From an optimization exercise on the open Yosys and OpenROAD flow, aimed at small area, a short achievable clock period and few clock cycles per item; shortcuts taken in it are not production practice. No functional check of the RTL was part of any run shown here. Power figures rest on the tool's default switching activity, not on a simulated workload.

### flow/config.mk
export PLATFORM = sky130hd
export DESIGN_NAME = hmvf_codec
export DESIGN_NICKNAME = hmvf_codec
export VERILOG_FILES = /design/flow/design.v
export SDC_FILE = /design/flow/constraint.sdc
export NUM_CORES = 4
export LEC_CHECK = 0
export CAP_MARGIN = 20
export CORE_MARGIN = 2
export CORE_UTILIZATION = 70
export CTS_CLUSTER_DIAMETER = 80
export CTS_CLUSTER_SIZE = 24
export SETUP_SLACK_MARGIN = 1.95
export SLEW_MARGIN = 20
export TNS_END_PERCENT = 100
### flow/constraint.sdc
create_clock -name core_clock -period 4.0 [get_ports {clk}]
set_input_delay 0.8000 -clock core_clock [delete_from_list [all_inputs] [get_ports {clk}]]
set_output_delay 0.8000 -clock core_clock [all_outputs]
set_load 0.01 [all_outputs]
### flow/design.v
`default_nettype none
module hmvf_tx (
    input  wire        clk,
    input  wire        rst,
    input  wire        cmd_valid,
    output wire        cmd_ready,
    input  wire [3:0]  cmd_op,
    input  wire [63:0] cmd_value,
    output wire        out_valid,
    input  wire        out_ready,
    output wire [7:0]  out_data,
    output wire        out_last
);
    localparam OP_VI   = 4'd0;
    localparam OP_BOOL = 4'd3;
    reg        rdy;         
    reg        a_valid;
    reg        a_last;      
    reg        a_var;       
    reg        a_vi;        
    reg [7:0]  a_sel;       
    reg [63:0] a;
    reg        o_valid, o_last;
    reg [7:0]  o_data;
    reg        s_valid, s_last;
    reg [7:0]  s_data;
    wire push = a_valid && !s_valid;
    wire ld   = !a_valid || (a_last && !s_valid);
    reg [7:0] a_byte;
    integer k;
    always @(*) begin
        a_byte = {8{a_sel[0]}} & {a_var ? !a_last : a[7], a[6:0]};
        for (k = 1; k < 8; k = k + 1)
            a_byte = a_byte | ({8{a_sel[k]}} & a[8*k +: 8]);
    end
    wire [63:0] a_shr    = {7'd0, a[63:39], a_vi ? 7'd0 : a[38:32], a[31:7]};
    wire        shr_last = (a[31:14] == 18'd0) && (a_vi || a[63:32] == 32'd0);
    wire in_vi    = (cmd_op == OP_VI);
    wire in_var   = (cmd_op[3:1] == 3'd0);
    wire in_bool  = (cmd_op == OP_BOOL);
    wire in_b16   = (cmd_op[3:1] == 3'd2);
    wire in_b32   = (cmd_op[3:1] == 3'd3);
    wire in_b64   = cmd_op[3];
    wire in_vlast = (cmd_value[31:7] == 25'd0) && (in_vi || cmd_value[63:32] == 32'd0);
    wire in_last  = in_var ? in_vlast : !(in_b16 || in_b32 || in_b64);
    wire s_valid_n = !out_ready && (s_valid || (a_valid && o_valid));
    wire a_last_n  = rdy ? in_last : (s_valid ? a_last : a_var ? shr_last : a_sel[1]);
    wire a_valid_n = rdy ? cmd_valid : 1'b1;
    wire rdy_n     = !a_valid_n || (a_last_n && !s_valid_n);
    wire o_free = !o_valid || out_ready;
    always @(posedge clk) begin
        if (rst) begin
            rdy     <= 1'b1;
            a_valid <= 1'b0;
            o_valid <= 1'b0;
            s_valid <= 1'b0;
        end else begin
            rdy     <= rdy_n;
            a_valid <= a_valid_n;
            s_valid <= s_valid_n;
            if (s_valid || push)
                o_valid <= 1'b1;
            else if (out_ready)
                o_valid <= 1'b0;
        end
        if (s_valid) begin
            if (out_ready) begin
                o_data <= s_data;
                o_last <= s_last;
            end
        end else if (push) begin
            if (o_free) begin
                o_data <= a_byte;
                o_last <= a_last;
            end else begin
                s_data <= a_byte;
                s_last <= a_last;
            end
        end
        a_last <= a_last_n;
        if (ld) begin
            a_var <= in_var;
            a_vi  <= in_vi;
            a_sel <= {in_b64, 3'd0, in_b32, 1'b0, in_b16, !(in_b16 || in_b32 || in_b64)};
            a     <= {cmd_value[63:8], cmd_value[7:1] & {7{!in_bool}}, cmd_value[0]};
        end else if (push) begin
            if (a_var)
                a <= a_shr;
            else
                a_sel <= {1'b0, a_sel[7:1]};
        end
    end
    assign cmd_ready = rdy;
    assign out_valid = o_valid;
    assign out_data  = o_data;
    assign out_last  = o_last;
endmodule
`default_nettype wire
`default_nettype none
module hmvf_rx (
    input  wire        clk,
    input  wire        rst,
    input  wire        cmd_valid,
    output wire        cmd_ready,
    input  wire [3:0]  cmd_op,
    input  wire        in_valid,
    output wire        in_ready,
    input  wire [7:0]  in_data,
    output wire        done,
    output wire [63:0] value,
    output wire        ovf,
    output wire [3:0]  cblen,
    output wire [79:0] cb
);
    localparam OP_VI   = 4'd0;
    localparam OP_VL   = 4'd1;
    localparam OP_BOOL = 4'd3;
    localparam OP_I16  = 4'd4;
    localparam OP_I32  = 4'd6;
    reg        cur_v, pend_v;
    reg        rdy;         
    reg        irdy;        
    reg [3:0]  cur_op, pend_op;
    reg        c_vi, c_var;   
    reg [9:0]  pos;         
    reg        lastb;       
    reg        wall;        
    reg        vi4;         
    reg        done_r;
    reg        ovf_r;
    reg [3:0]  cblen_r;
    reg [63:0] v;
    reg [37:0] ch;          
    reg [9:0]  cont;        
    integer kk;
    wire acc   = cmd_valid && !pend_v;
    wire take  = cur_v && in_valid;
    wire c_vl   = (cur_op == OP_VL);
    wire c_bool = (cur_op == OP_BOOL);
    wire c_sext = (cur_op == OP_I16) || (cur_op == OP_I32);
    wire c_b16  = (cur_op[3:1] == 3'd2);
    wire c_b32  = (cur_op[3:1] == 3'd3);
    wire c_b64  = cur_op[3];
    wire fin    = take && (lastb || (c_var && !in_data[7]));
    wire pend_n = cur_v && !fin && (pend_v || acc);
    wire [3:0] nx_op  = pend_v ? pend_op : cmd_op;
    wire       nx_one = (nx_op[3:1] == 3'd1);       
    wire lastb_sh = (c_vi && pos[3]) || (c_vl && pos[8]) || (c_b16 && pos[0]) ||
                    (c_b32 && pos[2]) || (c_b64 && pos[6]);
    wire       newc    = !cur_v || fin;
    wire [9:0] pos_n   = !take ? pos : fin ? 10'd1 : {pos[8:0], 1'b0};
    wire       c_var_n = newc ? (nx_op[3:1] == 3'd0) : c_var;
    wire       c_vi_n  = newc ? (nx_op == OP_VI) : c_vi;
    assign cmd_ready = rdy;
    assign in_ready  = irdy;
    wire [7:0] be_in = c_bool ? {7'd0, in_data[0]} : in_data;
    wire       fill  = c_sext && in_data[7];
    always @(posedge clk) begin
        if (rst) begin
            cur_v  <= 1'b0;
            pend_v <= 1'b0;
            rdy    <= 1'b1;
            irdy   <= 1'b0;
            pos    <= 10'd1;
            wall   <= 1'b1;
            vi4    <= 1'b0;
            done_r <= 1'b0;
        end else begin
            done_r <= fin;
            if (!cur_v || fin)
                cur_v <= pend_v || acc;
            pend_v <= pend_n;
            rdy    <= !pend_n;
            irdy   <= pend_v || acc || (cur_v && !fin);
            pos    <= pos_n;
            wall   <= pos_n[0] || !c_var_n;
            vi4    <= c_vi_n && pos_n[4];
        end
        c_vi  <= c_vi_n;
        c_var <= c_var_n;
        if (!cur_v || fin) begin
            cur_op <= nx_op;
            lastb  <= nx_one;
        end else if (take)
            lastb  <= lastb_sh;
        if (acc)
            pend_op <= cmd_op;
        cblen_r <= {pos[7] | pos[8] | pos[9],
                    pos[3] | pos[4] | pos[5] | pos[6],
                    pos[1] | pos[2] | pos[5] | pos[6] | pos[9],
                    pos[0] | pos[2] | pos[4] | pos[6] | pos[8]};
        ovf_r   <= c_var && in_data[7];
        for (kk = 0; kk < 10; kk = kk + 1)
            cont[kk] <= (pos >> (kk + 1)) != 10'd0 || (pos[kk] && in_data[7]);
    end
    genvar i;
    generate
        for (i = 0; i < 64; i = i + 1) begin : g_v
            localparam integer G = (i < 63) ? i / 7 : 9;     
            wire first_d = c_var ? ((i < 7) ? in_data[i] : 1'b0)
                                 : ((i < 8) ? be_in[i] : fill);
            wire var_d   = (c_vi && i >= 32) ? in_data[3] : in_data[i % 7];
            wire be_d    = (i < 8) ? in_data[i] : v[(i < 8) ? 0 : i - 8];
            wire wr      = wall || pos[G] || (i >= 32 && vi4);
            always @(posedge clk)
                if (take && wr)
                    v[i] <= pos[0] ? first_d : (c_var ? var_d : be_d);
        end
    endgenerate
    always @(posedge clk) begin
        if (take && (wall || pos[4]))
            ch[2:0] <= pos[0] ? 3'd0 : in_data[6:4];
    end
    genvar k;
    generate
        for (k = 5; k < 10; k = k + 1) begin : g_ch
            always @(posedge clk)
                if (take && (wall || pos[k]))
                    ch[7*k-32 +: 7] <= pos[0] ? 7'd0 : in_data[6:0];
        end
    endgenerate
    assign done  = done_r;
    assign ovf   = ovf_r;
    assign cblen = cblen_r;
    assign value = v;
    genvar g;
    generate
        for (g = 0; g < 4; g = g + 1) begin : g_cb
            assign cb[8*g +: 8] = {cont[g], v[7*g +: 7]};
        end
        for (g = 5; g < 10; g = g + 1) begin : g_cbh
            assign cb[8*g +: 8] = {cont[g], ch[7*g-32 +: 7]};
        end
    endgenerate
    assign cb[39:32] = {cont[4], ch[2:0], v[31:28]};
endmodule
`default_nettype wire
`default_nettype none
module hmvf_codec (
    input  wire        clk,
    input  wire        rst,
    input  wire        tx_cmd_valid,
    output wire        tx_cmd_ready,
    input  wire [3:0]  tx_cmd_op,
    input  wire [63:0] tx_cmd_value,
    output wire        tx_out_valid,
    input  wire        tx_out_ready,
    output wire [7:0]  tx_out_data,
    output wire        tx_out_last,
    input  wire        rx_cmd_valid,
    output wire        rx_cmd_ready,
    input  wire [3:0]  rx_cmd_op,
    input  wire        rx_in_valid,
    output wire        rx_in_ready,
    input  wire [7:0]  rx_in_data,
    output wire        rx_done,
    output wire [63:0] rx_value,
    output wire        rx_ovf,
    output wire [3:0]  rx_cblen,
    output wire [79:0] rx_cb
);
    hmvf_tx u_tx (
        .clk       (clk),
        .rst       (rst),
        .cmd_valid (tx_cmd_valid),
        .cmd_ready (tx_cmd_ready),
        .cmd_op    (tx_cmd_op),
        .cmd_value (tx_cmd_value),
        .out_valid (tx_out_valid),
        .out_ready (tx_out_ready),
        .out_data  (tx_out_data),
        .out_last  (tx_out_last)
    );
    hmvf_rx u_rx (
        .clk       (clk),
        .rst       (rst),
        .cmd_valid (rx_cmd_valid),
        .cmd_ready (rx_cmd_ready),
        .cmd_op    (rx_cmd_op),
        .in_valid  (rx_in_valid),
        .in_ready  (rx_in_ready),
        .in_data   (rx_in_data),
        .done      (rx_done),
        .value     (rx_value),
        .ovf       (rx_ovf),
        .cblen     (rx_cblen),
        .cb        (rx_cb)
    );
endmodule
`default_nettype wire
### flow/flow/run.sh
#!/bin/bash
# Standard ORFS layout, with the I/O port buffers made from the smallest
# buffer cell (timing repair upsizes the ones on critical paths).
set -euo pipefail
export BUFFER_PORTS_ARGS="-buffer_cell sky130_fd_sc_hd__buf_1"
bash standard.sh > standard.log 2>&1
### flow/standard.sh
#!/bin/bash
# synth_recipe.tcl (not shown) runs the flow's synth.tcl, then flattens the netlist and writes it again
# the make line also repeats each setting of config.mk as NAME=value (left out here)
make -C /OpenROAD-flow-scripts/flow DESIGN_CONFIG=/design/flow/config.mk WORK_HOME=/design/flow/orfs CLKGATE_MAP_FILE= SYNTH_SCRIPT=/design/flow/synth_recipe.tcl "${@:-finish}"
==> results of run 1 <==
registers in the layout (all words and copies together), names as in the netlist, 8 cells and up:
name and cells:
u_rx.v 64, u_rx.cont 10, u_tx.s_data 8, u_rx.pos 10, u_rx.ch 38, u_tx.o_data 8, u_tx.a 64, u_tx.a_sel 8
through the flow:
stage / total power (W) / util (%) / setup WS [ns] / cell area (µm²) / hold WS, ns
global placement: 0.00382 / 73.8 / 1.34 / 11200 / 0.510
finish: 0.00529 / 76.7 / 2.00 / 11700 / 0.536
CTS: 0.00529 / 76.7 / 2.00 / 11700 / 0.534
detailed placement: 0.00383 / 73.8 / 1.32 / 11200 / 0.529
global route: 0.00548 / 76.7 / 1.96 / 11700 / 0.549
floorplan: 0.00361 / - / 2.02 / 10900 / 0.487
layout by cell type (no fill, tap or decap), drive strengths merged, types with 2 or more instances in the layout:
| master | instances |
|---|---|
| nor3 | 15 |
| and2 | 18 |
| o21ai | 74 |
| dfxtp | 43 |
| edfxtp | 199 |
| nand4 | 14 |
| nor2b | 14 |
| clkinv | 2 |
| nand3 | 4 |
| nor4 | 27 |
| nand2 | 161 |
| nor4b | 2 |
| nor2 | 54 |
| a22o | 7 |
| mux2 | 11 |
| clkbuf | 21 |
| inv | 14 |
| mux2i | 26 |
| buf | 255 |
| a21oi | 54 |
| a211o | 3 |
| a21o | 6 |
| nand3b | 3 |
| nand2b | 10 |
| a22oi | 40 |
| nor3b | 3 |
logic make-up after synthesis:
kind of cell           after synthesis  share of synthesized area, %
DFF                                242                          62.7
and+or+nand+nor                    328                          14.1
AOI/OAI and AO/OA                  195                          10.8
muxes                               37                          3.52
buffers and inverters              159                          8.83
repair_timing:
action                                  in CTS  in global routing
endpoints found under the setup margin     106                 10
endpoints found under the hold margin        0                  0
cloned                                       0                  0
gates resized for setup                      4                  1
pin swaps                                    0                  0
hold buffers                                 0                  0
per-layer routing:
| metal | vias up | routed length [µm] |
|---|---|---|
| met5 | - | 0 |
| li1 | 3621 | - |
| met1 | 3656 | 9480 |
| met3 | 87 | 2170 |
| met2 | 463 | 12700 |
| met4 | 0 | 1190 |
worst paths after layout:
check | slack, ns | startpoint | end | depth (start not counted)
setup / recovery | 2.00 | u_tx.rdy | tx_cmd_ready | 1
setup reg to reg | 2.09 | u_rx.pos[0] | u_rx.lastb | 6
hold reg to reg | 0.54 | u_tx.s_last | u_tx.o_last | 2
hold / removal | 0.54 | u_tx.s_last | u_tx.o_last | 2
final cells by class:
type                            count  area, µm²
Timing Repair Buffer              255        987
Sequential cell                   242       6840
Clock inverter                      2       27.5
Fill cell                        1075       3540
Clock buffer                       21        398
Multi-Input combinational cell    560       3120
Tap cell                          188        235
Inverter                           14       55.1
power by group:
part	internal (W)	leakage (nW)	switching, W
clock	0.000710	0.205	0.000785
sequential	0.00299	2.32	0.000186
combinational	0.000214	1.69	0.000402
total	0.00391	4.21	0.00137
==> impl_metrics.json, run 1 <==
{
  "status": "no timing/DRC/antenna violations",
  "grt_usage_pct": 30.6,
  "netlist_instances": 961,
  "start_util_pct": 71.7,
  "cts_setup_buffers": 0,
  "core_um2": 15200,
  "drv_cap": 0,
  "max_stage_delay_ns": 0.53,
  "min_period_over_period_pct": 50.0,
  "nets": 1173,
  "numCtsBuffers": 14,
  "grtUsageMet3_pct": 3.87,
  "grt_pass1_wl_mm": 38.8,
  "crit_chain": "buf_1",
  "io_buffers": 248,
  "ys_seq_elements": 242,
  "dr.pass1.iters": 6,
  "crit_arrival_ns": 1.20,
  "netlist-cell-type-count": 50,
  "clock_sinks": 242,
  "finalMaxSlewViolations": 0,
  "die_w_um": 129,
  "seq_area_frac_synth_pct": 62.7,
  "hold_violations": 0,
  "drc_errors": 0,
  "yosysMostFrequentCell": "edfxtp_1",
  "grt_pass1_vias": 7196,
  "netlist.area_leader.share_pct": 54.8,
  "grt_setup_unrepaired": "false",
  "stdcell_count": 1282,
  "grt-busiest-layer": "met2",
  "relSlewSlack_pct": 44.9,
  "path_max_fanout": 6,
  "dp_hpwl_mm": 18.1,
  "grt_max_degree": 74,
  "synthArstFlopShare_pct": 0,
  "n_antenna_cell": 0,
  "ir_drop_v": 0.000401,
  "final.setup_skew_ns": 0.0257,
  "setup_tns_ns": 0,
  "drt_iter0_drc": 699,
  "drive_above_1_share_pct": 4.94,
  "yosys.area.top_type": "edfxtp_1",
  "htree_num_levels": 1,
  "synthesis.nets": 1047,
  "grtUsageMet2_pct": 52.5,
  "root_buffer": "clkbuf_16",
  "routedWlPerCell_um": 19.9,
  "yosys_warnings": 2,
  "worst-path-buf-inv": 1,
  "antenna_found_initial": 0,
  "post-place-cells": 1259,
  "gp_congestion": 0.951,
  "crit_type": "register to output port",
  "vias": 7827,
  "netlist_top_cells_count": "199 x edfxtp_1, 161 x nand2_1, 89 x buf_4",
  "power_leakage_nw": 4.21,
  "area_growth_pct": 6.99,
  "rows": 45,
  "insertion_delay_ns": 0.49,
  "post-route-min-period_ns": 2.00,
  "grtUsageMet1_pct": 39.4,
  "ys_top_cells_by_area": "edfxtp_1 55%, dfxtp_1 7.9%, buf_4 6.1%",
  "die_area_um2": 16600,
  "synth_area_um2": 10900,
  "die_h_um": 129,
  "max_freq_mhz": 500,
  "io_pins": 249,
  "cp-start-kind": "register",
  "p_per_area_nw_per_um2": 453,
  "cp-end-kind": "output port",
  "required_ns": 3.20,
  "hold_class": "register to register",
  "synth-edff-count": 199,
  "syn_avg_cell_area_um2": 11.3,
  "clk_pin_slew_ns": 0.10,
  "clock_path_buffers": 3,
  "finalSetupViolCount": 0,
  "overflow": 0,
  "ys.flop_type": "edfxtp_1",
  "cts_tree": "yes",
  "critPathSlowestCell": "dfxtp_1",
  "tightest_slew_ns": 0.827,
  "routed_via_density": 6.11,
  "ant_nets": 0,
  "crit_family": "flip-flops",
  "wirelength_mm": 25.5
}
==> inputs of run 2 (changes only) <==
--- a/flow/config.mk
+++ b/flow/config.mk
@@ -8,5 +8,5 @@
 export CAP_MARGIN = 20
 export CORE_MARGIN = 2
-export CORE_UTILIZATION = 70
+export CORE_UTILIZATION = 80
 export CTS_CLUSTER_DIAMETER = 80
 export CTS_CLUSTER_SIZE = 24
==> run 2 against run 1 <==
Effect of this change: still clean; design area up 1.1%; fmax down 5.3%; synthesized cell count did not move; non-clock buffer count unchanged; count of clock-buffer cells in the layout grew 2; first-iteration DRC count up 140%; sequential share of layout area shrank 0.63 points; combinational power up 9.9%; flip-flop and latch count stayed put; global-route usage rose by 9.6 points; critical endpoint is now u_rx.v[43]; largest cell class unchanged.
==> impl_metrics.json, run 2 <==
{
  "gp_congestion": 0.968,
  "rows": 42,
  "p_comb_share_pct": 12.5,
  "n_fill_cell": 610,
  "overflow": 0,
  "wirelength_mm": 30.8,
  "dp_hpwl_mm": 19.7,
  "routed_via_density": 6.93,
  "die_w_um": 121,
  "netlist_instances": 961,
  "power_leakage_nw": 4.23,
  "yosys.area.top_type": "edfxtp_1",
  "grt_pass1_vias": 7899,
  "netlist_top_cells_count": "199 x edfxtp_1, 161 x nand2_1, 89 x buf_4",
  "cp-end-kind": "register",
  "clk_pin_slew_ns": 0.09,
  "synth_area_um2": 10900,
  "dr.pass1.iters": 8,
  "post-place-cells": 1246,
  "drive_above_1_share_pct": 6.39,
  "max_stage_delay_ns": 0.68,
  "p_per_area_nw_per_um2": 459,
  "insertion_delay_ns": 0.48,
  "reg2reg_depth": 5,
  "setup_tns_ns": 0,
  "layout_commonest_cell": "buf_1",
  "path_max_fanout": 29,
  "die_area_um2": 14600,
  "nets": 1173,
  "ctsHoldBuffers": 0,
  "ys.flop_type": "edfxtp_1",
  "wl_met1_mm": 9.65,
  "placed_cell_area_um2": 11200,
  "synth-edff-count": 199,
  "power_frac_seq_pct": 59.0,
  "dr_wl_met2_mm": 15.4,
  "root_buffer": "clkbuf_16",
  "final_core_util_pct": 88.7,
  "seq_area_frac_synth_pct": 62.7,
  "post-route-min-period_ns": 2.11,
  "io_buffers": 248,
  "ys_top_cells_by_area": "edfxtp_1 55%, dfxtp_1 7.9%, buf_4 6.1%",
  "design_area_um2": 11800,
  "finalPower_w": 0.00541,
  "dr_wl_met3_mm": 3.75,
  "numCtsBuffers": 14,
  "ys_seq_elements": 242,
  "crit_type": "primary input to register",
  "hold_class": "primary input to register",
  "n_antenna_cell": 0,
  "antenna_found_initial": 1,
  "grt_setup_unrepaired": "true",
  "cts_tree": "yes",
  "netlist-cell-type-count": 50,
  "layout_common_cells": "247 x buf_1, 199 x edfxtp_1, 159 x nand2_1",
  "synthesis.nets": 1047,
  "clock_sinks": 242,
  "top_layer": "met4",
  "cp-start-kind": "primary input",
  "die_h_um": 121,
  "relSlewSlack_pct": 44.9,
  "finalMaxSlewViolations": 0,
  "clock_path_buffers": 3,
  "grt_usage_pct": 40.3,
  "tightest_slew_ns": 0.827,
  "final.setup_skew_ns": 0.0272,
  "drv_cap": 0,
  "crit_arrival_ns": 2.23,
  "power.share.switching_pct": 27.3,
  "clock_power_share_pct": 28.5,
  "io_pins": 249,
  "min_period_over_period_pct": 52.8,
  "p_int_w": 0.00393,
  "required_ns": 4.12,
  "area_growth_pct": 8.15,
  "max_freq_mhz": 474,
  "syn_avg_cell_area_um2": 11.3,
  "critPathSlowestCell": "nor2_1",
  "start_util_pct": 82.0,
  "htree_num_levels": 1,
  "drt_iter0_drc": 1700,
  "min_path_cells": 1,
  "drc_errors": 0,
  "grt_max_degree": 76,
  "stdcell_count": 1271,
  "hold_violations": 0,
  "grt_pass1_wl_mm": 44.3,
  "synthArstFlopShare_pct": 0,
  "p_switching_w": 0.00148,
  "ant_nets": 0,
  "vias": 8807,
  "finalSetupViolCount": 0,
  "core_um2": 13300,
  "yosys_warnings": 2,
  "crit_chain": "buf_1, nand2_2, nor2_1",
  "ir_drop_v": 0.000461,
  "netlist.area_leader.share_pct": 54.8,
  "yosysMostFrequentCell": "edfxtp_1",
  "top_regs": "u_rx.v x64, u_tx.a x64, u_rx.ch x38",
  "status": "no timing/DRC/antenna violations",
  "routedWlPerCell_um": 24.2
}
[run 2: path summary, 6_finish.rpt]
path,start,endpoint,slack [ns]
worst max-delay path,rx_in_valid,u_rx.v[43],1.89
worst min register to register,u_tx.a[7],u_tx.a[0],0.56
worst max register to register,u_rx.pos[0],u_rx.v[59],1.94
worst min-delay path,rx_cmd_op[1],u_rx.pend_op[1],0.55
[run 2: worst max-delay path, delay by kind of cell]
family                 cells  cell delay, ns
AND/OR/NAND/NOR            2            1.19
buffers and inverters      1            0.24
[run 2: cell type report]
| type | instances | area, µm² | area share [%] |
|---|---|---|---|
| inverter | 14 | 55.1 | 0.467 |
| clock inverter | 1 | 30.0 | 0.255 |
| clock buffer | 23 | 405 | 3.44 |
| sequential | 242 | 6840 | 58.0 |
| multi-input combinational | 560 | 3220 | 27.3 |
| tap | 176 | 220 | 1.87 |
| timing repair buffer | 255 | 1020 | 8.64 |
[run 2: timing repair]
action / CTS / global route
resized for setup: 23 / 12
setup buffers: 0 / 1
endpoints found under the setup margin: 162 / 42
[run 2: per-layer routing]
metal / vias to the layer above / global-route usage (%)
met4: 0 / 19.1
li1: 3620 / -
met5: - / 0
met3: 201 / 6.08
met1: 4022 / 49.9
met2: 964 / 69.9
[run 2: cells by family (layout without fill, tap and decap cells)]
logic type | count (synthesis) | in the layout | synth area share (%)
and+or+nand+nor | 328 | 328 | 14.1
DFF | 242 | 242 | 62.7
muxes | 37 | 37 | 3.52
buffers and inverters | 159 | 293 | 8.83
AOI/OAI and AO/OA | 195 | 195 | 10.8
[run 2: power groups by stage]
stage	sequential [W]	combinational, W	clock, W
finish	0.00319	0.000677	0.00154
CTS	0.00317	0.000645	0.00152
floorplan	0.00315	0.000458	0
detailed placement	0.00322	0.000621	0
global route	0.00320	0.000724	0.00160
global placement	0.00321	0.000593	0
[run 2: through the flow]
stage          worst slack (ns)  hold WS, ns
3_5_place_dp               1.18        0.525
5_1_grt                    1.84        0.555
6_report                   1.89        0.545
2_1_floorplan              2.02        0.487
4_1_cts                    1.89        0.550
3_3_place_gp               1.35        0.523

-- separate check: timing with driven ports --
No port has a modelled driver above. Below, the same layouts with a new extraction and two added sets of constraints. Step 1 sets driving cells, clkbuf_16 on the clock port and buf_2 on the other inputs (assumed; they add their load-dependent delay and slew). Step 2 moves the port delays by t, midway between the first and last clock arrival at a register: inputs arrive t later, outputs are due t later. That takes back most of the time a late clock gives input paths. Three values: no drivers, after step 1, after step 2; two values: the first two.
| run | t, ns | setup slack, ns | clock arrival spread, ns | pins driven straight from the clock port |
|---|---|---|---|---|
| run 1 | 0.519 | 2.001 / 1.960 / 1.601 | 0.034 / 0.034 | 1 |
| run 2 | 0.518 | 1.890 / 1.893 / 1.375 | 0.034 / 0.034 | 1 |
After both steps setup and hold are still met in every run listed. For run 2, which loses most, drivers alone change the setup slack by +0.003 ns; drivers and shift together by -0.515 ns.
